Source: an optimization exercise on an open RTL-to-GDS flow (aim: small area, a short achievable clock period and few clock cycles per item). Production flows keep margins and buffers that such runs may drop.
Where RTL was checked, it was by simulation tests only, not by an equivalence proof against the original.
Function not checked in run 1: the RTL went through the layout flow alone.

`flow/config.mk`:
```
export PLATFORM = sky130hd
export DESIGN_NAME = tea_cbc_engine
export DESIGN_NICKNAME = tea_cbc_engine
export VERILOG_FILES = /design/flow/design.v
export SDC_FILE = /design/flow/constraint.sdc
export NUM_CORES = 4
export LEC_CHECK = 0
export CAP_MARGIN = 20
export CORE_MARGIN = 2
export CORE_UTILIZATION = 40
export SETUP_SLACK_MARGIN = 5
export SLEW_MARGIN = 20
```
`flow/design.v`:
```
module tea_cbc_engine (
    input  wire         clk,
    input  wire         rst,
    input  wire         in_valid,
    output wire         in_ready,
    input  wire [1:0]   in_op,
    input  wire         in_first,
    input  wire [127:0] in_key,
    input  wire [31:0]  in_a,
    input  wire [31:0]  in_b,
    output wire         out_valid,
    input  wire         out_ready,
    output wire [31:0]  out_a,
    output wire [31:0]  out_b
);
    reg [31:0] p, q;           
    reg [63:0] kr;             
    reg [31:0] cv_a, cv_b;     
    reg        cvz;            
    reg [5:0]  n;              
    reg        run, fixe, fixd, outv, dec;
    reg [31:0] s;              
    function [31:0] s_of;
        input [4:0] j;
        begin
            case (j)
            5'd0: s_of = 32'h9E3779B9;
            5'd1: s_of = 32'h3C6EF372;
            5'd2: s_of = 32'hDAA66D2B;
            5'd3: s_of = 32'h78DDE6E4;
            5'd4: s_of = 32'h1715609D;
            5'd5: s_of = 32'hB54CDA56;
            5'd6: s_of = 32'h5384540F;
            5'd7: s_of = 32'hF1BBCDC8;
            5'd8: s_of = 32'h8FF34781;
            5'd9: s_of = 32'h2E2AC13A;
            5'd10: s_of = 32'hCC623AF3;
            5'd11: s_of = 32'h6A99B4AC;
            5'd12: s_of = 32'h08D12E65;
            5'd13: s_of = 32'hA708A81E;
            5'd14: s_of = 32'h454021D7;
            5'd15: s_of = 32'hE3779B90;
            5'd16: s_of = 32'h81AF1549;
            5'd17: s_of = 32'h1FE68F02;
            5'd18: s_of = 32'hBE1E08BB;
            5'd19: s_of = 32'h5C558274;
            5'd20: s_of = 32'hFA8CFC2D;
            5'd21: s_of = 32'h98C475E6;
            5'd22: s_of = 32'h36FBEF9F;
            5'd23: s_of = 32'hD5336958;
            5'd24: s_of = 32'h736AE311;
            5'd25: s_of = 32'h11A25CCA;
            5'd26: s_of = 32'hAFD9D683;
            5'd27: s_of = 32'h4E11503C;
            5'd28: s_of = 32'hEC48C9F5;
            5'd29: s_of = 32'h8A8043AE;
            5'd30: s_of = 32'h28B7BD67;
            5'd31: s_of = 32'hC6EF3720;
            endcase
        end
    endfunction
    function [31:0] add;
        input [31:0] x, y;
        input        inv, ci;
        reg   [31:0] u, g, p, gn, pn;
        integer      i, j, l;
        begin
            u = x ^ {32{inv}};
            g = u & y;
            p = u ^ y;
            g[0] = g[0] | (p[0] & ci);
            for (l = 0; l < 5; l = l + 1) begin
                gn = g; pn = p;
                for (i = 0; i < 32; i = i + 1)
                    if (((i + 1) % (2 << l)) == 0) begin
                        j = i - (1 << l);
                        gn[i] = g[i] | (p[i] & g[j]);
                        pn[i] = p[i] & p[j];
                    end
                g = gn; p = pn;
            end
            for (l = 3; l >= 0; l = l - 1) begin
                gn = g; pn = p;
                for (i = 0; i < 32; i = i + 1)
                    if (((i + 1) % (2 << l)) == (1 << l) && i >= (2 << l)) begin
                        j = i - (1 << l);
                        gn[i] = g[i] | (p[i] & g[j]);
                        pn[i] = p[i] & p[j];
                    end
                g = gn; p = pn;
            end
            add = x ^ y ^ {g[30:0], ci};
        end
    endfunction
    wire [5:0]  n1 = n + 6'd1;
    wire [31:0] ka = kr[31:0];
    wire [31:0] kb = kr[63:32];
    wire [31:0] t1 = {add({4'b0, q[27:0]}, {4'b0, ka[31:4]}, 1'b0, 1'b0), ka[3:0]};
    wire [31:0] t2 = add(q, s, 1'b0, 1'b0);
    wire [31:0] t3 = add({5'b0, q[31:5]}, kb, 1'b0, 1'b0);
    wire [31:0] mx = t1 ^ t2 ^ t3;
    wire [31:0] nw = add(p, mx, dec, 1'b0);
    wire in_dec = in_op[0];
    wire use_cv = in_op[1] & ~in_first & ~cvz;
    wire [31:0] ch_a = use_cv ? cv_a : 32'd0;
    wire [31:0] ch_b = use_cv ? cv_b : 32'd0;
    wire fix  = fixe | fixd;
    wire busy = run | fix;
    wire last = run & (n == 6'd63);
    wire load = in_valid & ~busy & (~outv | out_ready);
    wire acc  = (last & ~dec) | fixd;      
    assign in_ready  = acc;
    assign out_valid = outv;
    assign out_a     = p;
    assign out_b     = q;
    always @(posedge clk) begin
        if (run) begin
            kr <= (~n[0] ^ dec) ? in_key[127:64] : in_key[63:0];
            s  <= s_of(n1[5:1] ^ {5{dec}});
        end else begin
            kr <= in_dec ? in_key[127:64] : in_key[63:0];
            s  <= s_of({5{in_dec}});
        end
        if (load) begin
            n   <= 6'd0;
            dec <= in_dec;
            p   <= in_b;
            q   <= in_a;
        end else if (fix) begin
            p <= q ^ ch_a;
            q <= p ^ ch_b;
        end else if (run) begin
            n <= n1;
            p <= q;
            q <= nw;
        end
        if (rst) begin
            run  <= 1'b0;
            fixe <= 1'b0;
            fixd <= 1'b0;
            outv <= 1'b0;
            cvz  <= 1'b1;
        end else begin
            fixe <= load & ~in_dec;
            fixd <= last & dec;
            if (load & in_dec | fixe)
                run <= 1'b1;
            else if (last)
                run <= 1'b0;
            if (acc)
                outv <= 1'b1;
            else if (out_ready)
                outv <= 1'b0;
            if (acc & in_op[1]) begin
                cvz <= 1'b0;
                if (dec) begin
                    cv_a <= in_a;
                    cv_b <= in_b;
                end else begin
                    cv_a <= q;
                    cv_b <= nw;
                end
            end
        end
    end
endmodule
```
`flow/run.sh`:
```
#!/bin/bash
# synth_recipe.tcl (not shown) runs the flow's synth.tcl, then flattens the netlist and writes it again
# the make line also repeats each setting of config.mk as NAME=value (left out here)
make -C /OpenROAD-flow-scripts/flow DESIGN_CONFIG=/design/flow/config.mk WORK_HOME=/design/flow/orfs CLKGATE_MAP_FILE= SYNTH_SCRIPT=/design/flow/synth_recipe.tcl finish
```
`flow/constraint.sdc`:
```
create_clock -name core_clock -period 11.0 [get_ports {clk}]
set_input_delay 2.2000 -clock core_clock [delete_from_list [all_inputs] [get_ports {clk}]]
set_output_delay 2.2000 -clock core_clock [all_outputs]
set_load 0.01 [all_outputs]
```
==> flow_summary.toml, run 1 <==
[routing]
wl_per_cell_um = 21.6
drtIter0Drc = 1032
routed_wl_um = 54700
ant_nets = 0
firstDrtPassIters = 5
drc = 0
num_vias = 13600
viasPerCell = 5.37

[floorplanning]
dieArea_um2 = 43100
io-pin-count = 265
die_h_um = 208
core_um2 = 40900
die_x_um = 208
core.rowCount = 74
start_util = 0.405

[worst_setup_path]
cpMostUsedCell = "a21o_1"
crit_required_ps = 11310
setup.worst_path.start_class = "register"
crit_type = "reg -> reg"
cpPeakStageDelay_ps = 430
worst-path-buf-inv = 1
cp.arrival_ps = 6120
worst-path-max-fanout = 6
worstReg2RegEnd = "q[30]"
cp_slowest_cell = "edfxtp_1"
cp_cell_sequence = "ha_2 -> fa_2 -> a21o_1 -> a21oi_4 -> o211ai_1 -> a21o_1 -> a21oi_2 -> nor2_1 -> a211oi_2 -> buf_4 -> fa_1 -> xnor2_1 -> xnor2_1 -> xnor2_1 -> ha_1 -> a21o_1 -> a21o_1 -> a221o_1 -> a221o_1 -> a41oi_4 -> o21ai_4 -> a41oi_4 -> xor2_1 -> a221o_2"
cp-startpoint = "q[0]"
critPathCaptureType = "register"
crit_family = "compound AO/OA/AOI/OAI gates"
r2r_slack_ps = 5190
timing.rr.start = "q[0]"
r2r_cells = 24

[synth]
synthAdderAreaFrac = 0.148
synth.avg_cell_area_um2 = 9.73
synth_compound_area_frac = 0.146
synth_xor_area_frac = 0.150
yosys_register_bits = 236
synthFlopType = "edfxtp_1"
synthCells = 1705
yosys_warnings = 1
yosysSeqAreaShare = 0.363
synthArstFlopShare = 0
syn_nets = 2074
yosysUniqueCellTypes = 64
synth_top_family_by_area = "XOR/XNOR gates"
syn_area_um2 = 16600
muxShareOfSynthArea = 0.0574
synth-simple-area-share = 0.102
synth-edff-count = 129

[place]
io_buffers = 264
post-dp-hpwl_um = 41100
place_ws_ps = 4350
post_dp_cell_area_um2 = 19800
place.gp.congestion = 0.889

[cts]
cts_tree = "done"
clockRootBuffer = "clkbuf_16"
htreeDepth = 1
cts_buffer_depth = 3
cts.clk_slew.worst_paths_ps = 60
numCtsBuffers = 29
cts_sinks = 236
insertion_delay_ps = 560
postCtsHoldBufs = 0

[run]
maxCapViolCount = 0

[min_path]
hp-class = "reg -> reg"
min_from = "n[1]"
hold-path-endpoint = "n[1]"
min_path_cells = 2

[final_layout]
design_area_um2 = 21100
layout_commonest_cell = "clkdlybuf4s50_1"
final_nets = 2348
layout_common_cells = "clkdlybuf4s50_1 (264), nand2_1 (206), xnor2_1 (187), edfxtp_1 (129), ha_1 (123)"
area_growth_syn_to_layout_pct = 27.4
nFillCells = 3813
final_util = 0.517
final_layout_size_suffix_gt1_frac = 0.110

[timing]
period_needed_ps = 5810
final-hold-violation-count = 0
max_freq_ghz = 0.172
slew_viol_final = 0
fin_setup_tns_ps = 0
rsz0062_at_grt = "false"
setup_viol = 0
finalClockSkew_ps = 12.3
worstMarginPinSlew_ps = 1060
maxSlewHeadroom = 0.290
setup_ws_ps = 5190
finalCritPeriodShare = 0.528

[global_routing]
grt_pass1_vias = 13400
grt_pass1_wl_um = 82100
grt-ovfl-total = 0
grt_usage = 0.248
grt_max_degree = 102
antenna_found_initial = 5

[outcome]
outcome = "timing/DRC/antenna clean"
[worst max path at each step]
| stage | slack, ps | depth (start not counted) | endpoint |
|---|---|---|---|
| after floorplan | 5200 | 22 | q[30] |
| after global placement | 4490 | 22 | q[30] |
| after detailed placement | 4350 | 22 | q[30] |
| after CTS | 5010 | 23 | q[30] |
| after global routing | 4980 | 24 | q[30] |
| final | 5190 | 24 | q[30] |
[what timing repair did]
action	in CTS	in global routing
setup buffers	5	20
setup endpoints to repair	26	24
pin swaps	1	18
gates resized for setup	10	20
hold endpoints to repair	0	0
[per-layer routing]
metal / routed length (µm) / vias to the layer above / global-route usage
met5: 0 / - / 0
met4: 698 / 0 / 0.0396
met3: 3690 / 49 / 0.0313
met2: 25300 / 464 / 0.402
met1: 25100 / 6569 / 0.359
li1: - / 6524 / -
[per-stage QoR]
step	hold WS, ps	cells
6_report	476	2535
3_5_place_dp	471	2453
4_1_cts	479	2511
2_1_floorplan	439	1705
3_3_place_gp	467	2453
5_1_grt	505	2534
[kinds of logic after synthesis]
logic type      Yosys count
compound gates          388
mux                      85
flops                   236
simple gates            392
xor+xnor                283
buf+inv                 151
fa+ha+maj               170
[registers in the layout, summed over array words and instances, names as in the netlist, 6 cells and up]
signal,flops
cv_b,32
n,6
cv_a,32
s,32
kr,64
q,32
p,32
[worst reg2reg max path, stage by stage (launching register included)]
cell and delay [ps]:
edfxtp_1 430, ha_2 220, fa_2 360, a21o_1 190, a21oi_4 210, o211ai_1 130, a21o_1 200, a21oi_2 150
nor2_1 70, a211oi_2 270, buf_4 170, fa_1 160, xnor2_1 130, xnor2_1 110, xnor2_1 260, ha_1 310
a21o_1 190, a21o_1 170, a221o_1 370, a221o_1 390, a41oi_4 270, o21ai_4 150, a41oi_4 190, xor2_1 110
a221o_2 360
[cell type report]
cell class	count	area, µm²	area share
antenna	2	5.00	0.000237
clock buffer	45	866	0.0410
clock inverter	8	71.3	0.00337
inverter	83	315	0.0149
multi-input combinational	1318	10200	0.482
sequential	236	6020	0.285
tap	532	666	0.0315
timing repair buffer	311	3020	0.143
[Yosys cell counts, drive strengths merged, types with 4 or more instances]
master  number  area (µm²)
a211oi       6        45.0
a21o        43         324
a21oi       98         490
a221o        7        71.3
a22oi        5        37.5
a31o         6        52.6
a31oi       13        81.3
and2         4        25.0
and3        17         108
buf         11        42.5
clkbuf      57         214
dfxtp      107        2140
edfxtp     129        3870
fa          44         881
ha         126        1580
inv         81         304
mux2        81         912
mux2i        4        40.0
nand2      207         777
nand2b       5        31.3
nand3       21         105
nand4        9        56.3
nor2        89         334
nor2b        7        43.8
nor3        15        75.1
o211ai      16         120
o21a        10        75.1
o21ai      126         646
o21bai       9        67.6
o22ai       23         144
o311ai       4        35.0
o31ai        5        37.5
or3          5        31.3
xnor2      195        1710
xor2        87         762
==> run 2, diff against run 1 <==
--- a/flow/design.v
+++ b/flow/design.v
@@ -72,18 +72,8 @@
             for (l = 0; l < 5; l = l + 1) begin
                 gn = g; pn = p;
                 for (i = 0; i < 32; i = i + 1)
-                    if (((i + 1) % (2 << l)) == 0) begin
-                        j = i - (1 << l);
-                        gn[i] = g[i] | (p[i] & g[j]);
-                        pn[i] = p[i] & p[j];
-                    end
-                g = gn; p = pn;
-            end
-            for (l = 3; l >= 0; l = l - 1) begin
-                gn = g; pn = p;
-                for (i = 0; i < 32; i = i + 1)
-                    if (((i + 1) % (2 << l)) == (1 << l) && i >= (2 << l)) begin
-                        j = i - (1 << l);
+                    if ((i >> l) & 1) begin
+                        j = ((i >> l) << l) - 1;
                         gn[i] = g[i] | (p[i] & g[j]);
                         pn[i] = p[i] & p[j];
                     end
==> run 2 against run 1 <==
Net effect: still clean on timing, DRC and antenna; cell area decreased by 2.0%; non-clock buffer count decreased by 29; cell count decreased by 2.0%; hold slack improved by 7.1 ps; synthesized area decreased by 0.81%; utilization decreased by 0.80 points; via count increased by 0.61%; clock skew increased by 6.7 ps; sequential cell count unchanged; worst setup slack improved by 200 ps; global-route usage about the same; critical path type unchanged.
==> flow_summary.toml, run 2 <==
[synth]
synthCells = 1681
synthTopCellsByCount = "nand2_1 (209), xnor2_1 (181), edfxtp_1 (129), ha_1 (126), o21ai_0 (124)"
yosysTopAreaCell = "edfxtp_1"
synth_top_area_frac = 0.235
ys_top_cells_by_area = "edfxtp_1 (24%), dfxtp_1 (13%), xnor2_1 (9.6%)"
yosysUniqueCellTypes = 69
synth.avg_cell_area_um2 = 9.79
yosys_register_bits = 236
synthFlopType = "edfxtp_1"
synth.most_common_cell = "nand2_1"
syn_area_um2 = 16500
synthArstFlopShare = 0
yosys_warnings = 1
syn_nets = 2021
yosysSeqAreaShare = 0.366
synth-edff-count = 129

[worst_setup_path]
crit_required_ps = 11320
timing.rr.start = "q[0]"
cp.arrival_ps = 5930
crit_family = "compound AO/OA/AOI/OAI gates"
setup.worst_path.start_class = "register"
cp_cell_sequence = "ha_1 -> inv_1 -> fa_1 -> nand2b_1 -> a21oi_1 -> nand2b_1 -> a21o_1 -> a21oi_1 -> fa_1 -> xor2_1 -> xnor2_1 -> xnor2_1 -> xnor2_1 -> ha_1 -> a21o_1 -> a21o_1 -> a211o_1 -> nor2_1 -> o21ai_1 -> a21o_1 -> xor2_1 -> xnor3_1 -> a221o_1"
cp-startpoint = "q[0]"
cp_slowest_cell = "edfxtp_1"
worst-path-buf-inv = 1
crit_type = "reg -> reg"
critPathCaptureType = "register"
cpPeakStageDelay_ps = 430
cpMostUsedCell = "a21o_1"
r2r_slack_ps = 5390
worst-path-max-fanout = 5

[floorplanning]
dieArea_um2 = 42800
io-pin-count = 265
die_x_um = 207
core.rowCount = 74
die_h_um = 207
core_um2 = 40700
start_util = 0.404

[timing]
final-hold-violation-count = 0
rsz0062_at_grt = "false"
worstMarginPinSlew_ps = 1100
period_needed_ps = 5610
max_freq_ghz = 0.178
finalClockSkew_ps = 19.1
fin_setup_tns_ps = 0
finalCritPeriodShare = 0.510
slew_viol_final = 0
setup_viol = 0
maxSlewHeadroom = 0.266

[global_routing]
grt_usage = 0.247
antenna_found_initial = 1
grt_max_degree = 70
grt_pass1_wl_um = 79200
grt-ovfl-total = 0
grt_pass1_vias = 13000

[cts]
cts_tree = "done"
insertion_delay_ps = 580
clockRootBuffer = "clkbuf_16"
cts_buffer_depth = 3
htreeDepth = 1
cts_sinks = 236
cts.clk_slew.worst_paths_ps = 60
post-cts-setup-buffers = 0
postCtsHoldBufs = 0
post_cts_resized = 0
numCtsBuffers = 29

[final_layout]
final_layout_size_suffix_gt1_frac = 0.0983
largest_reg_flops = 64
regMostFlops = "kr"
design_area_um2 = 20700
layout_commonest_cell = "clkdlybuf4s50_1"
final_util = 0.509
final_nets = 2271
layout_common_cells = "clkdlybuf4s50_1 (264), nand2_1 (208), xnor2_1 (179), edfxtp_1 (129), ha_1 (126)"
antenna_cells = 0
area_growth_syn_to_layout_pct = 25.9

[routing]
wl_per_cell_um = 21.6
num_vias = 13700
ant_nets = 0
viasPerCell = 5.51
drtIter0Drc = 1293
drc = 0
firstDrtPassIters = 6
routed_wl_um = 53600

[outcome]
outcome = "timing/DRC/antenna clean"

[place]
post-dp-hpwl_um = 40500
io_buffers = 264
post_dp_cell_area_um2 = 19700
place.gp.congestion = 0.906

[min_path]
hp-class = "reg -> reg"
min_from = "n[1]"

[run]
maxCapViolCount = 0
-- run 2: metal layers --
metal | share of wire | routed length (µm) | track usage
met1 | 0.45 | 24000 | 0.354
met2 | 0.45 | 23900 | 0.387
met3 | 0.077 | 4140 | 0.0349
met4 | 0.029 | 1580 | 0.0762
met5 | 0 | 0 | 0
-- run 2: final cells by class --
class	instances	area (µm²)
fill	3748	20000
clock buffer	37	828
multi-input combinational	1328	10100
clock inverter	16	174
inverter	54	203
tap	532	666
sequential	236	6020
timing repair buffer	282	2780
-- run 2: worst paths after layout --
path                               to  cells after the start
worst min register to register   n[1]                      2
worst max-delay path            q[19]                     23
worst min-delay path             n[1]                      2
worst max register to register  q[19]                     23
-- run 2: tightest hold or removal path, cell delays in order (launching register included) --
cell,delay (ps)
dfxtp_1,320
nand2_1,60
a21oi_1,50
-- run 2: logic make-up (layout without fill, tap and decap cells) --
kind of cell	count (synthesis)	after routing	share of synthesized area
AO/OA/AOI/OAI	400	400	0.152
AND/OR/NAND/NOR	375	375	0.0995
XOR/XNOR	307	307	0.171
flip-flops	236	236	0.366
adder cells (fa/ha/maj)	141	141	0.114
buffers and inverters	117	389	0.0268
multiplexers	105	105	0.0713
-- run 2: stage by stage --
step | hold slack [ps] | worst slack [ps] | instances
after floorplan | 439 | 5790 | 1681
after global placement | 468 | 5510 | 2432
after detailed placement | 477 | 5430 | 2432
after CTS | 487 | 5410 | 2485
after global routing | 518 | 5010 | 2485
final | 483 | 5390 | 2485
Testbench counts of run 2, summed over its fixed seeds: cycles 211,208, items 3,200.
==> run 3, diff against run 2 <==
==> flow/flow/run.sh (new file) <==
#!/bin/bash
# The standard layout (standard.sh) with one change: buffer_ports buffers
# every input and output port with sky130_fd_sc_hd__buf_1 rather than the
# cell it picks itself (clkdlybuf4s50_1, 2.7 times the area).
set -euo pipefail
bash standard.sh BUFFER_PORTS_ARGS="-buffer_cell sky130_fd_sc_hd__buf_1" finish > standard.log 2>&1
==> flow/standard.sh (new file) <==
#!/bin/bash
# synth_recipe.tcl (not shown) runs the flow's synth.tcl, then flattens the netlist and writes it again
# the make line also repeats each setting of config.mk as NAME=value (left out here)
make -C /OpenROAD-flow-scripts/flow DESIGN_CONFIG=/design/flow/config.mk WORK_HOME=/design/flow/orfs CLKGATE_MAP_FILE= SYNTH_SCRIPT=/design/flow/synth_recipe.tcl "${@:-finish}"
removed: flow/run.sh
==> run 3 against run 2 <==
Net effect: hold slack lost 4.2 ps; wire length shrank 3.7%; synthesized area is the same; via count shrank 1.5%.
==> flow_summary.toml, run 3 <==
[outcome]
outcome = "timing/DRC/antenna clean"

[final_layout]
layout_commonest_cell = "buf_1"
largest_reg_flops = 64
regMostFlops = "kr"
nFillCells = 3887
final_nets = 2270
layout_common_cells = "buf_1 (264), nand2_1 (208), xnor2_1 (178), edfxtp_1 (129), ha_1 (126)"
area_growth_syn_to_layout_pct = 16.1
design_area_um2 = 19100
final_cells = 2485
final_layout_size_suffix_gt1_frac = 0.0984

[synth]
synthArstFlopShare = 0
yosys_register_bits = 236
synthTopCellsByCount = "nand2_1 (209), xnor2_1 (181), edfxtp_1 (129), ha_1 (126), o21ai_0 (124)"
yosysTopAreaCell = "edfxtp_1"
synth-edff-count = 129
syn_area_um2 = 16500
synth_top_area_frac = 0.235
yosys_warnings = 1
synthFlopType = "edfxtp_1"
synthCells = 1681
ys_top_cells_by_area = "edfxtp_1 (24%), dfxtp_1 (13%), xnor2_1 (9.6%)"
synth.most_common_cell = "nand2_1"
synth.avg_cell_area_um2 = 9.79
yosysUniqueCellTypes = 69
syn_nets = 2021
yosysSeqAreaShare = 0.366

[timing]
final-hold-violation-count = 0
period_needed_ps = 5650
maxSlewHeadroom = 0.313
setup_viol = 0
finalCritPeriodShare = 0.514
finalClockSkew_ps = 14.4
max_freq_ghz = 0.177
slew_viol_final = 0
hold_slack_ps = 479
worstMarginPinSlew_ps = 1030
fin_setup_tns_ps = 0
rsz0062_at_grt = "false"

[worst_setup_path]
cp_cell_sequence = "ha_1 -> inv_1 -> fa_1 -> nand2b_1 -> nand2b_1 -> a21oi_1 -> fa_1 -> xor2_1 -> xnor2_1 -> xnor2_1 -> ha_1 -> and4_1 -> a221o_1 -> a31oi_1 -> a211oi_2 -> o21ai_0 -> o21ai_1 -> a21oi_1 -> xnor2_1 -> xnor3_1 -> a221o_1"
setup.worst_path.start_class = "register"
worst-path-max-fanout = 6
cp.arrival_ps = 5970
timing.rr.start = "q[5]"
crit_type = "reg -> reg"
crit_family = "compound AO/OA/AOI/OAI gates"
critPathCaptureType = "register"
r2r_slack_ps = 5350
cp_slowest_cell = "edfxtp_1"
worst-path-buf-inv = 1
cpPeakStageDelay_ps = 520
r2r_cells = 21
worstReg2RegEnd = "q[23]"
crit_required_ps = 11310
cpMostUsedCell = "xnor2_1"

[min_path]
hold-path-endpoint = "n[1]"
min_from = "n[1]"
min_path_cells = 2
hp-class = "reg -> reg"

[floorplanning]
die_x_um = 207
core.rowCount = 74
start_util = 0.404
core_um2 = 40700
io-pin-count = 265
dieArea_um2 = 42800
die_h_um = 207

[routing]
firstDrtPassIters = 5
drc = 0
wl_per_cell_um = 20.8
drtIter0Drc = 1091
routed_wl_um = 51600
num_vias = 13500
viasPerCell = 5.43
ant_nets = 0

[global_routing]
grt_max_degree = 81
grt_pass1_vias = 13000
grt_pass1_wl_um = 76700
antenna_found_initial = 1
grt_usage = 0.237
grt-ovfl-total = 0

[cts]
cts.clk_slew.worst_paths_ps = 60
htreeDepth = 1
cts_tree = "done"
cts_sinks = 236
cts_buffer_depth = 3
clockRootBuffer = "clkbuf_16"
numCtsBuffers = 29
insertion_delay_ps = 570

[place]
place.gp.congestion = 0.919
dp.cells = 2430
post_dp_cell_area_um2 = 18100
io_buffers = 264
post-dp-hpwl_um = 39000

[run]
maxCapViolCount = 0
[run 3: changes by cell type in the layout (fill, tap and decap cells not counted), moves of 2 or more]
cell / change
buf_4: -2
clkbuf_8: +2
clkdlybuf4s50_1: -264
buf_1: +264
clkinvlp_4: +3
inv_4: -4
[run 3: kinds of logic after synthesis]
family,after synthesis,share of synthesized area
multiplexers,105,0.0713
AO/OA/AOI/OAI,400,0.152
AND/OR/NAND/NOR,375,0.0995
XOR/XNOR,307,0.171
flip-flops,236,0.366
buffers and inverters,117,0.0268
adder cells (fa/ha/maj),141,0.114
[run 3: routing by layer]
metal | wire length, µm | part of all wire | GRT usage | vias up
met5 | 0 | 0 | 0 | -
met3 | 3570 | 0.069 | 0.0314 | 70
met2 | 23400 | 0.45 | 0.377 | 466
met1 | 23300 | 0.45 | 0.336 | 6450
met4 | 1360 | 0.026 | 0.0737 | 0
li1 | - | - | - | 6496
[run 3: cell type report]
type,count,area [µm²],share of cell area
diodes,1,2.50,0.000131
clock buffers,40,860,0.0450
clock inverters,13,138,0.00721
inverters,54,203,0.0106
multi-input cells,1328,10100,0.528
flip-flops and latches,236,6020,0.315
well taps,532,666,0.0349
repair buffers,281,1140,0.0596
[run 3: worst max-delay path by stage]
stage          from  cells past startpoint  endpoint  slack, ps
2_1_floorplan   rst                      1   cv_a[0]       5790
3_3_place_gp   q[0]                     23     q[23]       5470
3_5_place_dp   q[0]                     23     q[23]       5400
4_1_cts        q[0]                     23     q[23]       5380
5_1_grt        q[0]                     23     q[23]       5000
6_report       q[5]                     21     q[23]       5350
[run 3: metrics by stage]
step / utilization / setup slack (ps)
2_1_floorplan: - / 5790
3_5_place_dp: 0.443 / 5400
6_report: 0.469 / 5350
4_1_cts: 0.468 / 5380
5_1_grt: 0.469 / 5000
3_3_place_gp: 0.443 / 5470
[run 3: tightest hold or removal path: stages (launching register included)]
cell and delay [ps]:
dfxtp_1 330, nand2_1 60, a21oi_1 50
[run 3: repair_timing]
action | CTS | global route
hold buffers | 0 | 0
setup buffers | 0 | 0
endpoints found under the setup margin | 0 | 2
gates resized for setup | 0 | 1
==> run 4, diff against run 3 <==
--- a/flow/config.mk
+++ b/flow/config.mk
@@ -8,5 +8,8 @@
 export CAP_MARGIN = 20
 export CORE_MARGIN = 2
 export CORE_UTILIZATION = 40
+export CTS_BUF_LIST = sky130_fd_sc_hd__clkbuf_8
+export CTS_CLUSTER_DIAMETER = 60
+export CTS_CLUSTER_SIZE = 14
 export SETUP_SLACK_MARGIN = 5
 export SLEW_MARGIN = 20
==> run 4 against run 3 <==
Net effect: critical path depth unchanged; cell area down 2.0%; clock skew up 32 ps; largest cell class unchanged; critical endpoint unchanged; worst setup slack worse by 42 ps; sequential share of layout area up 0.65 points; global-route usage down 0.061 points; cell count down 0.12%.
==> flow_summary.toml, run 4 <==
[routing]
ant_nets = 0
routed_wl_um = 51500
num_vias = 13500
firstDrtPassIters = 5
drtIter0Drc = 1130
viasPerCell = 5.44
drc = 0
wl_per_cell_um = 20.8

[synth]
synthAdderAreaFrac = 0.114
synthTopCellsByCount = "nand2_1 (209), xnor2_1 (181), edfxtp_1 (129), ha_1 (126), o21ai_0 (124)"
synth_compound_area_frac = 0.152
muxShareOfSynthArea = 0.0713
synth-simple-area-share = 0.0995
synth.avg_cell_area_um2 = 9.79
synthArstFlopShare = 0
yosysSeqAreaShare = 0.366
yosys_warnings = 1
synth_top_family_by_area = "XOR/XNOR gates"
synth-edff-count = 129
synth_top_area_frac = 0.235
synth.most_common_cell = "nand2_1"
synthCells = 1681
yosysTopAreaCell = "edfxtp_1"
yosys_register_bits = 236
synth_xor_area_frac = 0.171
ys_top_cells_by_area = "edfxtp_1 (24%), dfxtp_1 (13%), xnor2_1 (9.6%)"
synthFlopType = "edfxtp_1"
syn_nets = 2021
yosysUniqueCellTypes = 69
syn_area_um2 = 16500

[floorplanning]
start_util = 0.404
die_x_um = 207
io-pin-count = 265
die_h_um = 207
dieArea_um2 = 42800
core.rowCount = 74
core_um2 = 40700

[timing]
hold_slack_ps = 482
period_needed_ps = 5700
setup_viol = 0
finalClockSkew_ps = 46.6
final-hold-violation-count = 0
worstMarginPinSlew_ps = 1040
rsz0062_at_grt = "false"
max_freq_ghz = 0.176
finalCritPeriodShare = 0.518
slew_viol_final = 0
maxSlewHeadroom = 0.309
fin_setup_tns_ps = 0

[run]
maxCapViolCount = 0

[final_layout]
area_growth_syn_to_layout_pct = 13.7
final_util = 0.459
final_nets = 2268
regMostFlops = "kr"
final_layout_size_suffix_gt1_frac = 0.0965
layout_common_cells = "buf_1 (264), nand2_1 (208), xnor2_1 (178), edfxtp_1 (129), ha_1 (126)"
layout_commonest_cell = "buf_1"
final_cells = 2482
largest_reg_flops = 64

[global_routing]
grt_max_degree = 81
grt_usage = 0.237
grt_pass1_wl_um = 76400
grt_pass1_vias = 13000
grt-ovfl-total = 0
antenna_found_initial = 1

[cts]
clockRootBuffer = "clkbuf_8"
cts.clk_slew.worst_paths_ps = 100
insertion_delay_ps = 660
htreeDepth = 1
cts_tree = "done"
cts_sinks = 236
postCtsHoldBufs = 0
cts_buffer_depth = 3
numCtsBuffers = 27

[worst_setup_path]
cp.arrival_ps = 6090
cp_slowest_cell = "edfxtp_1"
crit_type = "reg -> reg"
cpMostUsedCell = "xnor2_1"
setup.worst_path.start_class = "register"
cp_cell_sequence = "ha_1 -> inv_1 -> fa_1 -> nand2b_1 -> nand2b_1 -> a21oi_1 -> fa_1 -> xor2_1 -> xnor2_1 -> xnor2_1 -> ha_1 -> and4_1 -> a221o_1 -> a31oi_1 -> a211oi_2 -> o21ai_0 -> o21ai_1 -> a21oi_1 -> xnor2_1 -> xnor3_1 -> a221o_1"
crit_required_ps = 11390
worst-path-max-fanout = 6
critPathCaptureType = "register"
cpPeakStageDelay_ps = 540

[place]
dp.cells = 2430
io_buffers = 264
post-dp-hpwl_um = 39000
place.gp.congestion = 0.919

[min_path]
hp-class = "reg -> reg"

[outcome]
outcome = "timing/DRC/antenna clean"
run 4: area by class of cell:
cell class	instances	area [µm²]
tap	532	666
fill	3922	22000
timing repair buffer	281	1140
clock buffer	30	413
clock inverter	20	196
antenna	1	2.50
inverter	54	203
multi-input combinational	1328	10100
sequential	236	6020
run 4: metal layers:
layer | vias to the layer above | global-route usage | routed length [µm]
li1 | 6480 | - | -
met1 | 6471 | 0.334 | 23600
met2 | 470 | 0.378 | 23100
met3 | 72 | 0.0342 | 3350
met4 | 0 | 0.0666 | 1480
met5 | - | 0 | 0
run 4: path summary, 6_finish.rpt:
check	start	end	slack (ps)	cells past startpoint
worst max register to register	q[5]	q[23]	5300	21
worst min register to register	n[1]	n[1]	480	2
worst min-delay path	n[1]	n[1]	480	2
worst max-delay path	q[5]	q[23]	5300	21
run 4: logic make-up after synthesis:
| logic type | count (synthesis) |
|---|---|
| adder cells (fa/ha/maj) | 141 |
| flip-flops | 236 |
| AO/OA/AOI/OAI | 400 |
| XOR/XNOR | 307 |
| buffers and inverters | 117 |
| multiplexers | 105 |
| AND/OR/NAND/NOR | 375 |
run 4: worst max-delay path, delay by kind of cell, from the launching register on:
kind,cells,cell delay [ps]
AO/OA/AOI/OAI,8,1800
adder cells (fa/ha/maj),4,1360
XOR/XNOR,5,1140
flip-flops,1,540
AND/OR/NAND/NOR,3,550
buffers and inverters,1,50
run 4: through the flow:
| step | worst slack [ps] | cell area, µm² |
|---|---|---|
| 6_report | 5300 | 18700 |
| 5_1_grt | 5000 | 18700 |
| 4_1_cts | 5380 | 18700 |
| 3_5_place_dp | 5400 | 18100 |
| 3_3_place_gp | 5470 | 18100 |
| 2_1_floorplan | 5790 | 16500 |
run 4: timing repair:
| action | 4_1_cts | 5_1_grt |
|---|---|---|
| gates resized for setup | 0 | 1 |
| endpoints found under the setup margin | 0 | 1 |
| buffers inserted | 0 | 0 |
==> run 5, diff against run 4 <==
--- a/flow/config.mk
+++ b/flow/config.mk
@@ -8,8 +8,8 @@
 export CAP_MARGIN = 20
 export CORE_MARGIN = 2
 export CORE_UTILIZATION = 40
-export CTS_BUF_LIST = sky130_fd_sc_hd__clkbuf_8
-export CTS_CLUSTER_DIAMETER = 60
-export CTS_CLUSTER_SIZE = 14
+export CTS_BUF_LIST = sky130_fd_sc_hd__clkbuf_16
+export CTS_CLUSTER_DIAMETER = 80
+export CTS_CLUSTER_SIZE = 24
 export SETUP_SLACK_MARGIN = 5
 export SLEW_MARGIN = 20
==> run 5 against run 4 <==
Net effect: synthesized area did not move; first-iteration DRC count fell by 3.4%; fmax rose by 0.69%; wire length barely moved; non-clock buffer count did not move.
==> flow_summary.toml, run 5 <==
[min_path]
hp-class = "reg -> reg"

[final_layout]
regMostFlops = "kr"
layout_commonest_cell = "buf_1"
final_layout_size_suffix_gt1_frac = 0.0939
design_area_um2 = 18900
area_growth_syn_to_layout_pct = 14.9
largest_reg_flops = 64
layout_common_cells = "buf_1 (264), nand2_1 (208), xnor2_1 (178), edfxtp_1 (129), ha_1 (126)"
final_nets = 2263

[cts]
insertion_delay_ps = 550
htreeDepth = 1
post-cts-setup-buffers = 0
cts.clk_slew.worst_paths_ps = 80
cts_buffer_depth = 3
cts_tree = "done"
cts_sinks = 236
numCtsBuffers = 22
post_cts_resized = 0
clockRootBuffer = "clkbuf_16"
postCtsHoldBufs = 0

[routing]
wl_per_cell_um = 20.9
drc = 0
ant_nets = 0
routed_wl_um = 51600
viasPerCell = 5.47
firstDrtPassIters = 5
num_vias = 13500
drtIter0Drc = 1092

[worst_setup_path]
worst-path-max-fanout = 6
crit_type = "reg -> reg"
setup.worst_path.start_class = "register"
critPathCaptureType = "register"
cp.arrival_ps = 5950
crit_required_ps = 11300

[timing]
max_freq_ghz = 0.177
finalClockSkew_ps = 25.3
final-hold-violation-count = 0
slew_viol_final = 0
fin_setup_tns_ps = 0
maxSlewHeadroom = 0.313
finalCritPeriodShare = 0.514
worstMarginPinSlew_ps = 1030
setup_viol = 0
setup_ws_ps = 5340
rsz0062_at_grt = "false"
period_needed_ps = 5660

[outcome]
outcome = "timing/DRC/antenna clean"

[place]
post-dp-hpwl_um = 39000
post_dp_cell_area_um2 = 18100
io_buffers = 264
place.gp.congestion = 0.919
place_ws_ps = 5400

[run]
maxCapViolCount = 0

[synth]
synthTopCellsByCount = "nand2_1 (209), xnor2_1 (181), edfxtp_1 (129), ha_1 (126), o21ai_0 (124)"
yosysTopAreaCell = "edfxtp_1"
synth_top_family_by_area = "XOR/XNOR gates"
ys_top_cells_by_area = "edfxtp_1 (24%), dfxtp_1 (13%), xnor2_1 (9.6%)"
synthArstFlopShare = 0
synth_top_area_frac = 0.235
synth_compound_area_frac = 0.152
synth.avg_cell_area_um2 = 9.79
synthAdderAreaFrac = 0.114
yosys_register_bits = 236
syn_nets = 2021
syn_area_um2 = 16500
yosys_warnings = 1
synth_xor_area_frac = 0.171
yosysUniqueCellTypes = 69
muxShareOfSynthArea = 0.0713
synth-simple-area-share = 0.0995
synth.most_common_cell = "nand2_1"
synth-edff-count = 129
synthCells = 1681
yosysSeqAreaShare = 0.366
synthFlopType = "edfxtp_1"

[floorplanning]
io-pin-count = 265
die_x_um = 207
core.rowCount = 74
start_util = 0.404
core_um2 = 40700
dieArea_um2 = 42800
die_h_um = 207

[global_routing]
antenna_found_initial = 1
grt_usage = 0.237
grt-ovfl-total = 0
grt_pass1_vias = 13000
grt_max_degree = 81
grt_pass1_wl_um = 76600
## run 5: through the flow
stage                      util  instances  hold slack, ps
after global routing      0.464       2472             502
final                     0.464       2472             481
after global placement    0.443       2430             466
after CTS                 0.463       2470             484
after floorplan               -       1681             439
after detailed placement  0.443       2430             473
## run 5: layout make-up
class / count / area, µm²
diodes: 1 / 2.50
clock buffers: 23 / 576
inverters: 54 / 203
well taps: 532 / 666
repair buffers: 281 / 1140
clock inverters: 17 / 233
flip-flops and latches: 236 / 6020
multi-input cells: 1328 / 10100
fillers: 3906 / 21800
## run 5: layer usage
metal / share of wire / vias to the layer above / global-route usage
met5: 0 / - / 0
met4: 0.030 / 0 / 0.0760
met3: 0.070 / 72 / 0.0320
met2: 0.45 / 480 / 0.378
met1: 0.45 / 6496 / 0.332
li1: - / 6474 / -
## run 5: worst max-delay path, cell delays in order (launching register included)
cell and delay, ps:
edfxtp_1 520, ha_1 200, inv_1 50, fa_1 390
nand2b_1 200, nand2b_1 90, a21oi_1 80, fa_1 390
xor2_1 160, xnor2_1 140, xnor2_1 410, ha_1 360
and4_1 260, a221o_1 300, a31oi_1 330, a211oi_2 170
o21ai_0 280, o21ai_1 140, a21oi_1 190, xnor2_1 160
xnor3_1 250, a221o_1 330
## run 5: final timing paths
check	start	endpoint	slack (ps)	cells after the start
max	q[5]	q[23]	5340	21
max reg2reg	q[5]	q[23]	5340	21
min reg2reg	n[1]	n[1]	480	2
min	n[1]	n[1]	480	2
## run 5: cells by family after synthesis
family,count (synthesis)
AO/OA/AOI/OAI,400
AND/OR/NAND/NOR,375
XOR/XNOR,307
flip-flops,236
adder cells (fa/ha/maj),141
buffers and inverters,117
multiplexers,105
==> run 6, diff against run 5 <==
--- a/flow/config.mk
+++ b/flow/config.mk
@@ -8,8 +8,6 @@
 export CAP_MARGIN = 20
 export CORE_MARGIN = 2
 export CORE_UTILIZATION = 40
-export CTS_BUF_LIST = sky130_fd_sc_hd__clkbuf_16
-export CTS_CLUSTER_DIAMETER = 80
-export CTS_CLUSTER_SIZE = 24
+export CTS_BUF_LIST = sky130_fd_sc_hd__clkbuf_4
 export SETUP_SLACK_MARGIN = 5
 export SLEW_MARGIN = 20
==> run 6 against run 5 <==
Net effect: largest cell class unchanged; die area is the same; critical endpoint unchanged; hold slack lost 1.4 ps; register-to-register slack gained 40 ps; global-route usage grew 0.61 points; clock-buffer cell count grew 81; sequential share of layout area shrank 0.18 points; first-iteration DRC count grew 11%; clock skew grew 51 ps.
==> flow_summary.toml, run 6 <==
[cts]
cts_tree = "done"
clockRootBuffer = "clkbuf_4"
cts_sinks = 236
cts_buffer_depth = 3
insertion_delay_ps = 780
htreeDepth = 3
cts.clk_slew.worst_paths_ps = 70
numCtsBuffers = 71

[final_layout]
regMostFlops = "kr"
final_nets = 2312
layout_commonest_cell = "buf_1"
largest_reg_flops = 64
design_area_um2 = 19000
area_growth_syn_to_layout_pct = 15.5
layout_common_cells = "buf_1 (264), nand2_1 (208), xnor2_1 (178), edfxtp_1 (129), ha_1 (126)"
final_util = 0.467
final_layout_size_suffix_gt1_frac = 0.125

[floorplanning]
io-pin-count = 265
dieArea_um2 = 42800
core_um2 = 40700
die_x_um = 207
die_h_um = 207
start_util = 0.404
core.rowCount = 74

[worst_setup_path]
cp_cell_sequence = "ha_1 -> inv_1 -> fa_1 -> nand2b_1 -> nand2b_1 -> a21oi_1 -> fa_1 -> xor2_1 -> xnor2_1 -> xnor2_1 -> ha_1 -> and4_1 -> a221o_1 -> a31oi_1 -> a211oi_2 -> o21ai_0 -> o21ai_1 -> a21oi_1 -> xnor2_1 -> xnor3_1 -> a221o_1"
worst-path-buf-inv = 1
worst-path-max-fanout = 6
cp.arrival_ps = 6150
r2r_slack_ps = 5380
crit_required_ps = 11530
crit_type = "reg -> reg"
cpPeakStageDelay_ps = 520
critPathCaptureType = "register"
setup.worst_path.start_class = "register"
crit_family = "compound AO/OA/AOI/OAI gates"
r2r_cells = 21
cp_slowest_cell = "edfxtp_1"
cpMostUsedCell = "xnor2_1"
crit_cells = 21

[routing]
ant_nets = 0
viasPerCell = 5.42
drtIter0Drc = 1208
firstDrtPassIters = 5
routed_wl_um = 52300
wl_per_cell_um = 20.4
drc = 0
num_vias = 13900

[global_routing]
grt_pass1_vias = 13500
grt_pass1_wl_um = 78000
antenna_found_initial = 2
grt_max_degree = 81
grt-ovfl-total = 0
grt_usage = 0.243

[synth]
yosys_warnings = 1
synthTopCellsByCount = "nand2_1 (209), xnor2_1 (181), edfxtp_1 (129), ha_1 (126), o21ai_0 (124)"
synthCells = 1681
yosysSeqAreaShare = 0.366
synth.most_common_cell = "nand2_1"
syn_area_um2 = 16500
muxShareOfSynthArea = 0.0713
synthArstFlopShare = 0
syn_nets = 2021
yosysTopAreaCell = "edfxtp_1"
synth.avg_cell_area_um2 = 9.79
synth_compound_area_frac = 0.152
synth_xor_area_frac = 0.171
synthAdderAreaFrac = 0.114
ys_top_cells_by_area = "edfxtp_1 (24%), dfxtp_1 (13%), xnor2_1 (9.6%)"
synth-edff-count = 129
synth_top_family_by_area = "XOR/XNOR gates"
yosys_register_bits = 236
synth-simple-area-share = 0.0995
yosysUniqueCellTypes = 69
synth_top_area_frac = 0.235
synthFlopType = "edfxtp_1"

[timing]
period_needed_ps = 5620
rsz0062_at_grt = "false"
fin_setup_tns_ps = 0
finalCritPeriodShare = 0.511
final-hold-violation-count = 0
setup_viol = 0
hold_slack_ps = 480
finalClockSkew_ps = 76.3
maxSlewHeadroom = 0.305
slew_viol_final = 0
worstMarginPinSlew_ps = 1040
max_freq_ghz = 0.178

[place]
place.gp.congestion = 0.919
post_dp_cell_area_um2 = 18100
io_buffers = 264
post-dp-hpwl_um = 39000

[outcome]
outcome = "timing/DRC/antenna clean"

[run]
maxCapViolCount = 0

[min_path]
min_path_cells = 2
hp-class = "reg -> reg"
==> run 6: cell count changes in the layout (fill, tap and decap cells not counted), sizes merged <==
cell	delta
clkbuf	+81
clkinv	+16
inv	-8
diode	+1
==> run 6: worst reg2reg max path: stages (launching register included) <==
cell      delay, ps
edfxtp_1        520
ha_1            210
inv_1            50
fa_1            390
nand2b_1        200
nand2b_1         90
a21oi_1          80
fa_1            390
xor2_1          160
xnor2_1         140
xnor2_1         400
ha_1            360
and4_1          260
a221o_1         300
a31oi_1         320
a211oi_2        170
o21ai_0         280
o21ai_1         140
a21oi_1         190
xnor2_1         160
xnor3_1         260
a221o_1         320
==> run 6: worst paths after layout <==
kind	start	end
max reg2reg	q[5]	q[23]
min	n[1]	n[1]
min reg2reg	n[1]	n[1]
max	q[5]	q[23]
==> run 6: metrics by stage <==
stage | instances | setup WS [ps]
after global placement | 2430 | 5470
after global routing | 2562 | 5020
final | 2562 | 5380
after floorplan | 1681 | 5790
after detailed placement | 2430 | 5400
after CTS | 2559 | 5430
==> run 6: cell type report <==
type | instances | area, µm²
Antenna cell | 2 | 5.00
Clock buffer | 104 | 781
Clock inverter | 25 | 130
Fill cell | 3957 | 21700
Inverter | 54 | 203
Multi-Input combinational cell | 1328 | 10100
Sequential cell | 236 | 6020
Tap cell | 532 | 666
Timing Repair Buffer | 281 | 1140
==> run 6: timing repair <==
action | 4_1_cts | 5_1_grt
buffers inserted | 0 | 0
hold buffers | 0 | 0
gates resized for setup | 0 | 1
setup endpoints to repair | 0 | 3
==> run 6: routing by layer <==
layer,GRT usage,part of all wire
met1,0.332,0.45
met5,0,0
met4,0.0960,0.029
met2,0.381,0.45
met3,0.0443,0.070
==> run 6: cell families (layout without fill, tap and decap cells) <==
logic type | count (synthesis) | count (layout)
AND/OR/NAND/NOR | 375 | 375
buffers and inverters | 117 | 464
adder cells (fa/ha/maj) | 141 | 141
flip-flops | 236 | 236
AO/OA/AOI/OAI | 400 | 400
other | 0 | 2
XOR/XNOR | 307 | 307
multiplexers | 105 | 105
==> run 7, diff against run 6 <==
--- a/flow/config.mk
+++ b/flow/config.mk
@@ -7,7 +7,8 @@
 export LEC_CHECK = 0
 export CAP_MARGIN = 20
 export CORE_MARGIN = 2
-export CORE_UTILIZATION = 40
+export CORE_UTILIZATION = 60
 export CTS_BUF_LIST = sky130_fd_sc_hd__clkbuf_4
+export PLACE_DENSITY = 0.7
 export SETUP_SLACK_MARGIN = 5
 export SLEW_MARGIN = 20
==> run 7 against run 6 <==
Net effect: clock-buffer cell count fell by 5; largest cell class unchanged; register-to-register slack got worse by 20 ps; cell count fell by 8.2%; wire length fell by 7.7%; synthesized area did not move; still clean; global-route usage rose by 9.0 points; utilization rose by 23 points; via count fell by 0.66%; sequential cell count did not move; hold slack got worse by 9.1 ps.
==> flow_summary.toml, run 7 <==
[timing]
maxSlewHeadroom = 0.280
max_freq_ghz = 0.177
setup_viol = 0
slew_viol_final = 0
fin_setup_tns_ps = 0
final-hold-violation-count = 0
worstMarginPinSlew_ps = 1080
finalCritPeriodShare = 0.513
rsz0062_at_grt = "false"
finalClockSkew_ps = 34.7
period_needed_ps = 5640

[synth]
synth.most_common_cell = "nand2_1"
synthFlopType = "edfxtp_1"
yosysUniqueCellTypes = 69
synth-edff-count = 129
synthCells = 1681
yosys_warnings = 1
synth.avg_cell_area_um2 = 9.79
yosysSeqAreaShare = 0.366
synthTopCellsByCount = "nand2_1 (209), xnor2_1 (181), edfxtp_1 (129), ha_1 (126), o21ai_0 (124)"
syn_nets = 2021
ys_top_cells_by_area = "edfxtp_1 (24%), dfxtp_1 (13%), xnor2_1 (9.6%)"
yosys_register_bits = 236
synth_top_area_frac = 0.235
syn_area_um2 = 16500
synthArstFlopShare = 0
yosysTopAreaCell = "edfxtp_1"

[worst_setup_path]
crit_required_ps = 11350
worst-path-max-fanout = 5
r2r_slack_ps = 5360
cp_slowest_cell = "edfxtp_1"
cpMostUsedCell = "xnor2_1"
worst-path-buf-inv = 1
cp_cell_sequence = "ha_1 -> inv_1 -> fa_1 -> nand2b_1 -> a21oi_1 -> nand2b_1 -> a21o_1 -> a21oi_1 -> fa_1 -> xor2_1 -> xnor2_1 -> xnor2_1 -> xnor2_1 -> ha_1 -> a21o_1 -> a21o_1 -> a211o_1 -> o21ai_1 -> a21oi_1 -> a31o_2 -> a31o_2 -> xnor2_1 -> o21ai_0"
crit_type = "reg -> reg"
cpPeakStageDelay_ps = 440
cp.arrival_ps = 5990
critPathCaptureType = "register"
setup.worst_path.start_class = "register"
crit_family = "compound AO/OA/AOI/OAI gates"

[floorplanning]
die_h_um = 170
io-pin-count = 265
start_util = 0.611
die_x_um = 170
core.rowCount = 60
dieArea_um2 = 28800
core_um2 = 27000

[routing]
ant_nets = 0
drc = 0
routed_wl_um = 48300
firstDrtPassIters = 6
drtIter0Drc = 1297
viasPerCell = 5.87
num_vias = 13800
wl_per_cell_um = 20.6

[final_layout]
largest_reg_flops = 64
layout_commonest_cell = "buf_1"
final_cells = 2351
regMostFlops = "kr"
final_nets = 2307
final_layout_size_suffix_gt1_frac = 0.123
layout_common_cells = "buf_1 (264), nand2_1 (208), xnor2_1 (179), edfxtp_1 (129), ha_1 (126)"
area_growth_syn_to_layout_pct = 13.4
multi_input_area_um2 = 10100
nFillCells = 2204
seq_area_um2 = 6020

[place]
io_buffers = 264
dp.cells = 2239
place.gp.congestion = 0.924
post-dp-hpwl_um = 36000

[min_path]
hp-class = "reg -> reg"

[cts]
cts.clk_slew.worst_paths_ps = 60
cts_buffer_depth = 3
insertion_delay_ps = 670
numCtsBuffers = 67
cts_tree = "done"
postCtsHoldBufs = 0
cts_sinks = 236
htreeDepth = 3
clockRootBuffer = "clkbuf_4"

[global_routing]
grt_usage = 0.333
grt_max_degree = 66
antenna_found_initial = 4
grt_pass1_vias = 13200
grt_pass1_wl_um = 72900
grt-ovfl-total = 0

[outcome]
outcome = "timing/DRC/antenna clean"

[run]
maxCapViolCount = 0
## run 7: cell counts after synthesis
No cell type changed its count.
## run 7: layout make-up
class	instances	share of cell area
multi-input cells	1328	0.539
well taps	341	0.0229
diodes	2	0.000268
clock buffers	99	0.0398
clock inverters	11	0.00510
flip-flops and latches	236	0.322
repair buffers	280	0.0596
inverters	54	0.0109
## run 7: kinds of logic (layout without fill, tap and decap cells)
family,Yosys count,count (layout),synth area share
xor gates and xnor gates,307,307,0.171
muxes,105,105,0.0713
buffers and inverters,117,444,0.0268
AOI/OAI and AO/OA,400,400,0.152
DFF,236,236,0.366
adders and majority gates,141,141,0.114
other,0,2,0
and+or+nand+nor,375,375,0.0995
## run 7: stage by stage
step                worst slack, ps  hold slack, ps  utilization  cell area (µm²)
floorplan                      5790             439            -            16500
global placement               5560             465        0.661            17800
detailed placement             5420             470        0.661            17800
CTS                            5380             478        0.692            18700
global route                   5020             510        0.692            18700
finish                         5360             471        0.692            18700
## run 7: worst register-to-register path, delay by kind of cell (launching register included)
kind            cells  cell delay [ps]
fa+ha+maj           4             1310
simple gates        2              360
xor+xnor            5              890
compound gates     11             2270
flops               1              440
buf+inv             1               40
## run 7: path summary, 6_finish.rpt
path | depth (start not counted) | endpoint | from
worst min-delay path | 2 | n[1] | n[1]
worst max-delay path | 23 | cv_b[31] | q[0]
worst min register to register | 2 | n[1] | n[1]
worst max register to register | 23 | cv_b[31] | q[0]
## run 7: what timing repair did
action	in CTS	in global routing
gates resized for setup	0	1
setup buffers	0	0
endpoints found under the setup margin	0	1
## run 7: routing by layer
metal  up-vias  GRT usage  part of all wire
met3        96     0.0784             0.089
met4         0      0.132             0.034
met1      6456      0.448              0.43
met5         -          0                 0
li1       6591          -                 -
met2       652      0.521              0.45
==> run 8, diff against run 7 <==
==> flow/flow/run.sh (replaced) <==
#!/bin/bash
# The standard layout (standard.sh) with one change: buffer_ports buffers
# every input and output port with sky130_fd_sc_hd__buf_1 rather than the
# cell it picks itself (clkdlybuf4s50_1, 2.7 times the area).
# Timing repair aims 6.5 ns below the clock period.
set -euo pipefail
bash standard.sh BUFFER_PORTS_ARGS="-buffer_cell sky130_fd_sc_hd__buf_1" SETUP_SLACK_MARGIN=6.5 finish > standard.log 2>&1
--- a/flow/config.mk
+++ b/flow/config.mk
@@ -7,8 +7,5 @@
 export LEC_CHECK = 0
 export CAP_MARGIN = 20
 export CORE_MARGIN = 2
-export CORE_UTILIZATION = 60
-export CTS_BUF_LIST = sky130_fd_sc_hd__clkbuf_4
-export PLACE_DENSITY = 0.7
-export SETUP_SLACK_MARGIN = 5
+export CORE_UTILIZATION = 40
 export SLEW_MARGIN = 20
==> run 8 against run 7 <==
Net effect: worst setup slack better by 490 ps; still clean on timing, DRC and antenna; critical endpoint is now q[23]; critical path depth shrank 2; synthesized area is the same; via count increased by 1.8%; clock skew fell by 20 ps.
==> flow_summary.toml, run 8 <==
[worst_setup_path]
cpPeakStageDelay_ps = 540
cp_cell_sequence = "ha_4 -> o211ai_1 -> a21oi_4 -> nand2b_4 -> a21o_1 -> a21oi_2 -> fa_2 -> xor2_2 -> xnor2_1 -> xnor2_1 -> xnor2_2 -> ha_4 -> nand4_1 -> a211oi_4 -> buf_4 -> o21ai_2 -> o21ai_2 -> a21oi_2 -> xnor2_1 -> xnor3_1 -> a221o_1"
r2r_slack_ps = 5850
worstReg2RegEnd = "q[23]"
crit_required_ps = 11320
critPathCaptureType = "register"
crit_type = "reg -> reg"
cpMostUsedCell = "xnor2_1"
cp_slowest_cell = "edfxtp_1"
timing.rr.start = "q[3]"
cp-startpoint = "q[3]"
setup.worst_path.start_class = "register"
worst-path-max-fanout = 3
cp.arrival_ps = 5470
r2r_cells = 21

[cts]
numCtsBuffers = 29
cts.clk_slew.worst_paths_ps = 60
cts_tree = "done"
cts_buffer_depth = 3
insertion_delay_ps = 570
cts_sinks = 236
htreeDepth = 1
clockRootBuffer = "clkbuf_16"
postCtsHoldBufs = 0

[routing]
wl_per_cell_um = 21.2
routed_wl_um = 53800
firstDrtPassIters = 5
drc = 0
ant_nets = 0
viasPerCell = 5.52
num_vias = 14000
drtIter0Drc = 1133

[run]
maxCapViolCount = 0

[place]
io_buffers = 264
place_ws_ps = 5540
place.gp.congestion = 0.901
post-dp-hpwl_um = 39700

[synth]
yosys_register_bits = 236
yosys_warnings = 1
synthTopCellsByCount = "nand2_1 (209), xnor2_1 (181), edfxtp_1 (129), ha_1 (126), o21ai_0 (124)"
synthArstFlopShare = 0
synth_top_area_frac = 0.235
synth.most_common_cell = "nand2_1"
synth.avg_cell_area_um2 = 9.79
ys_top_cells_by_area = "edfxtp_1 (24%), dfxtp_1 (13%), xnor2_1 (9.6%)"
yosysTopAreaCell = "edfxtp_1"
synthCells = 1681
muxShareOfSynthArea = 0.0713
syn_nets = 2021
synth_xor_area_frac = 0.171
synthAdderAreaFrac = 0.114
synth-edff-count = 129
syn_area_um2 = 16500
synthFlopType = "edfxtp_1"
synth_compound_area_frac = 0.152
synth_top_family_by_area = "XOR/XNOR gates"
synth-simple-area-share = 0.0995
yosysSeqAreaShare = 0.366
yosysUniqueCellTypes = 69

[min_path]
min_from = "n[1]"
hp-class = "reg -> reg"
hold-path-endpoint = "n[1]"
min_path_cells = 2

[floorplanning]
die_x_um = 207
core.rowCount = 74
core_um2 = 40700
start_util = 0.404
io-pin-count = 265
die_h_um = 207
dieArea_um2 = 42800

[timing]
rsz0062_at_grt = "true"
slew_viol_final = 0
period_needed_ps = 5150
max_freq_ghz = 0.194
finalCritPeriodShare = 0.468
final-hold-violation-count = 0
worstMarginPinSlew_ps = 1010
maxSlewHeadroom = 0.327
setup_viol = 0
setup_ws_ps = 5850
finalClockSkew_ps = 14.7
fin_setup_tns_ps = 0

[global_routing]
grt_max_degree = 86
grt-ovfl-total = 0
antenna_found_initial = 2
grt_usage = 0.245
grt_pass1_vias = 13400
grt_pass1_wl_um = 79100

[final_layout]
largest_reg_flops = 64
layout_commonest_cell = "buf_1"
final_nets = 2330
layout_common_cells = "buf_1 (264), nand2_1 (206), xnor2_1 (154), edfxtp_1 (129), ha_1 (114)"
regMostFlops = "kr"
nFillCells = 3819
final_layout_size_suffix_gt1_frac = 0.170
area_growth_syn_to_layout_pct = 22.9

[outcome]
outcome = "timing/DRC/antenna clean"
-- run 8: stage by stage --
stage	hold WS [ps]	std cells	area, µm²	utilization
after floorplan	439	1681	16600	-
after global placement	466	2431	18200	0.446
after detailed placement	475	2431	18200	0.446
after CTS	484	2522	19800	0.485
after global routing	519	2545	20200	0.496
final	493	2545	20200	0.496
-- run 8: per-layer routing --
metal	GRT usage	vias to the layer above	share of wire
met4	0.0833	0	0.032
met5	0	-	0
met1	0.347	6803	0.44
met2	0.388	552	0.45
li1	-	6596	-
met3	0.0303	86	0.076
-- run 8: area by class of cell --
| cell class | count | area, µm² | share of cell area |
|---|---|---|---|
| flip-flops and latches | 236 | 6020 | 0.298 |
| well taps | 532 | 666 | 0.0329 |
| multi-input cells | 1328 | 10700 | 0.530 |
| inverters | 54 | 203 | 0.0100 |
| repair buffers | 341 | 1600 | 0.0791 |
| clock inverters | 9 | 169 | 0.00835 |
| diodes | 1 | 2.50 | 0.000124 |
| clock buffers | 44 | 841 | 0.0416 |
-- run 8: cell families (layout without fill, tap and decap cells) --
family	count (synthesis)	in the layout
AO/OA/AOI/OAI	400	400
AND/OR/NAND/NOR	375	375
XOR/XNOR	307	307
flip-flops	236	236
adder cells (fa/ha/maj)	141	141
buffers and inverters	117	448
multiplexers	105	105
other	0	1
-- run 8: critical path: cells and delay by family (launching register included) --
family / cells / cell delay, ps
adder cells (fa/ha/maj): 3 / 1060
buffers and inverters: 1 / 170
flip-flops: 1 / 540
XOR/XNOR: 6 / 1160
AO/OA/AOI/OAI: 9 / 1660
AND/OR/NAND/NOR: 2 / 310
-- run 8: how the worst max path moves through the flow --
stage	endpoint	cells past startpoint	slack, ps
6_report	q[23]	21	5850
2_1_floorplan	q[23]	23	6070
5_1_grt	q[23]	21	5610
3_5_place_dp	q[31]	22	5540
3_3_place_gp	cv_b[29]	22	5690
4_1_cts	cv_b[29]	22	5900
-- run 8: repair_timing --
| item | CTS | global route |
|---|---|---|
| resized for setup | 58 | 52 |
| pin swaps | 48 | 50 |
| setup endpoints to repair | 49 | 67 |
| buffers inserted | 38 | 22 |
==> run 9, diff against run 8 <==
--- a/flow/config.mk
+++ b/flow/config.mk
@@ -8,4 +8,5 @@
 export CAP_MARGIN = 20
 export CORE_MARGIN = 2
 export CORE_UTILIZATION = 40
+export CTS_BUF_LIST = sky130_fd_sc_hd__clkbuf_4
 export SLEW_MARGIN = 20
==> run 9 against run 8 <==
Net effect: via count increased by 1.6%; first-iteration DRC count rose by 2.3%; critical path type unchanged; die area is the same; global-route usage up 0.45 points; utilization grew 0.22 points; still clean; critical endpoint is now q[20].
==> flow_summary.toml, run 9 <==
[outcome]
outcome = "timing/DRC/antenna clean"

[synth]
yosysUniqueCellTypes = 69
synth-edff-count = 129
synthFlopType = "edfxtp_1"
syn_area_um2 = 16500
synth_top_area_frac = 0.235
syn_nets = 2021
muxShareOfSynthArea = 0.0713
synth-simple-area-share = 0.0995
synth_top_family_by_area = "XOR/XNOR gates"
synth.most_common_cell = "nand2_1"
synth_compound_area_frac = 0.152

[floorplanning]
die_h_um = 207
io-pin-count = 265
core_um2 = 40700
dieArea_um2 = 42800

[final_layout]
layout_common_cells = "buf_1 (264), nand2_1 (206), xnor2_1 (154), edfxtp_1 (129), ha_1 (114)"
design_area_um2 = 20300
final_nets = 2385
largest_reg_flops = 64
final_cells = 2632
final_layout_size_suffix_gt1_frac = 0.202
area_growth_syn_to_layout_pct = 23.4
regMostFlops = "kr"

[worst_setup_path]
crit_required_ps = 11430
cp.arrival_ps = 5660
cpPeakStageDelay_ps = 440
crit_type = "reg -> reg"
cpMostUsedCell = "a21o_1"
cp_slowest_cell = "edfxtp_1"
critPathCaptureType = "register"
crit_family = "compound AO/OA/AOI/OAI gates"

[place]
post_dp_cell_area_um2 = 18200
io_buffers = 264
place.gp.congestion = 0.901
dp.cells = 2431

[timing]
max_freq_ghz = 0.191
setup_viol = 0
finalCritPeriodShare = 0.475
finalClockSkew_ps = 72.2
hold_slack_ps = 492
maxSlewHeadroom = 0.313
fin_setup_tns_ps = 0
slew_viol_final = 0
final-hold-violation-count = 0
worstMarginPinSlew_ps = 1030
rsz0062_at_grt = "true"

[global_routing]
grt_pass1_vias = 13900
grt_usage = 0.250
grt-ovfl-total = 0
grt_pass1_wl_um = 80100

[routing]
num_vias = 14300
wl_per_cell_um = 20.7
drtIter0Drc = 1159
routed_wl_um = 54400
viasPerCell = 5.42
drc = 0

[cts]
clockRootBuffer = "clkbuf_4"
cts_tree = "done"
cts_sinks = 236
numCtsBuffers = 70
cts_buffer_depth = 3
[run 9: cell count changes in the layout (fill, tap and decap cells not counted), moves of 3 or more]
cell / before / now
clkbuf_4: 2 / 101
clkbuf_16: 30 / 0
clkinv_1: 4 / 17
clkbuf_1: 9 / 0
buf_4: 71 / 79
buf_6: 5 / 12
diode_2: 1 / 5
clkbuf_8: 3 / 0
[run 9: through the flow]
stage	utilization	worst slack, ps
after floorplan	-	6070
after global placement	0.446	5690
after detailed placement	0.446	5540
after CTS	0.488	5880
after global routing	0.498	5600
final	0.498	5770
[run 9: kinds of logic (layout without fill, tap and decap cells)]
kind of cell    count (synthesis)  count (layout)
buf+inv                       117             531
other cells                     0               5
xor+xnor                      307             307
flops                         236             236
simple gates                  375             375
fa+ha+maj                     141             141
compound gates                400             400
mux                           105             105
[run 9: worst min-delay path: stages (launching register included)]
cell and delay (ps):
dfxtp_2 340, nand2_1 50, a21oi_1 60
[run 9: timing repair]
action                                  in CTS  in global routing
endpoints found under the setup margin      49                 51
hold endpoints to repair                     0                  0
pin swaps                                   82                 64
buffers inserted                            50                 24
gates resized for setup                     77                 46
hold buffers                                 0                  0
[run 9: final timing paths]
| path | depth (start not counted) | from | slack, ps | end |
|---|---|---|---|---|
| min reg2reg | 2 | n[1] | 490 | n[1] |
| max reg2reg | 25 | q[5] | 5770 | q[20] |
| max | 25 | q[5] | 5770 | q[20] |
| min | 2 | n[1] | 490 | n[1] |
[run 9: area by class of cell]
| type | count | area (µm²) |
|---|---|---|
| repair buffers | 355 | 1720 |
| clock inverters | 21 | 189 |
| clock buffers | 101 | 758 |
| flip-flops and latches | 236 | 6020 |
| inverters | 54 | 203 |
| fillers | 3880 | 20400 |
| well taps | 532 | 666 |
| diodes | 5 | 12.5 |
| multi-input cells | 1328 | 10700 |
[run 9: metal layers]
layer,up-vias,track usage,part of all wire
li1,6766,-,-
met1,6824,0.345,0.44
met2,597,0.396,0.46
met3,78,0.0430,0.078
met4,0,0.0859,0.024
met5,-,0,0

[afterwards: timing with drivers on the ports]
Ports are ideal in the flow. The routed layouts listed here were re-timed in OpenROAD. Step 1: set_driving_cell puts a clkbuf_16 on clk and a buf_2 on each other input, an assumption about the parent block. Step 2 adds t to the input delays and takes it off the output delays; t is the mean of the earliest and latest rising clock arrival at the registers after step 1. Input paths then give back, and output paths get back, about the clock's delay inside the block. Three values: ideal ports, drivers, drivers and shift; two values: the first two.
run	t, ns	setup WS [ns]	hold WS [ns]	latest minus earliest clock arrival (ns)	pins driven straight from the clock port
run 1	0.611	5.190 / 5.190 / 5.190	0.476 / 0.476 / 0.476	0.013 / 0.013	1
run 2	0.621	5.388 / 5.388 / 5.388	0.483 / 0.483 / 0.483	0.019 / 0.019	1
run 3	0.619	5.346 / 5.346 / 5.346	0.479 / 0.479 / 0.479	0.015 / 0.015	1
run 4	0.679	5.304 / 5.304 / 5.304	0.482 / 0.482 / 0.482	0.047 / 0.047	1
run 5	0.593	5.343 / 5.343 / 5.343	0.481 / 0.481 / 0.481	0.026 / 0.025	1
run 6	0.791	5.379 / 5.379 / 5.379	0.480 / 0.480 / 0.480	0.076 / 0.076	1
run 7	0.693	5.360 / 5.360 / 5.360	0.471 / 0.471 / 0.471	0.035 / 0.034	1
run 8	0.615	5.849 / 5.849 / 5.849	0.493 / 0.493 / 0.493	0.014 / 0.015	1
run 9	0.800	5.772 / 5.772 / 5.772	0.492 / 0.492 / 0.492	0.072 / 0.072	1
After both steps setup and hold are still met in every run listed.
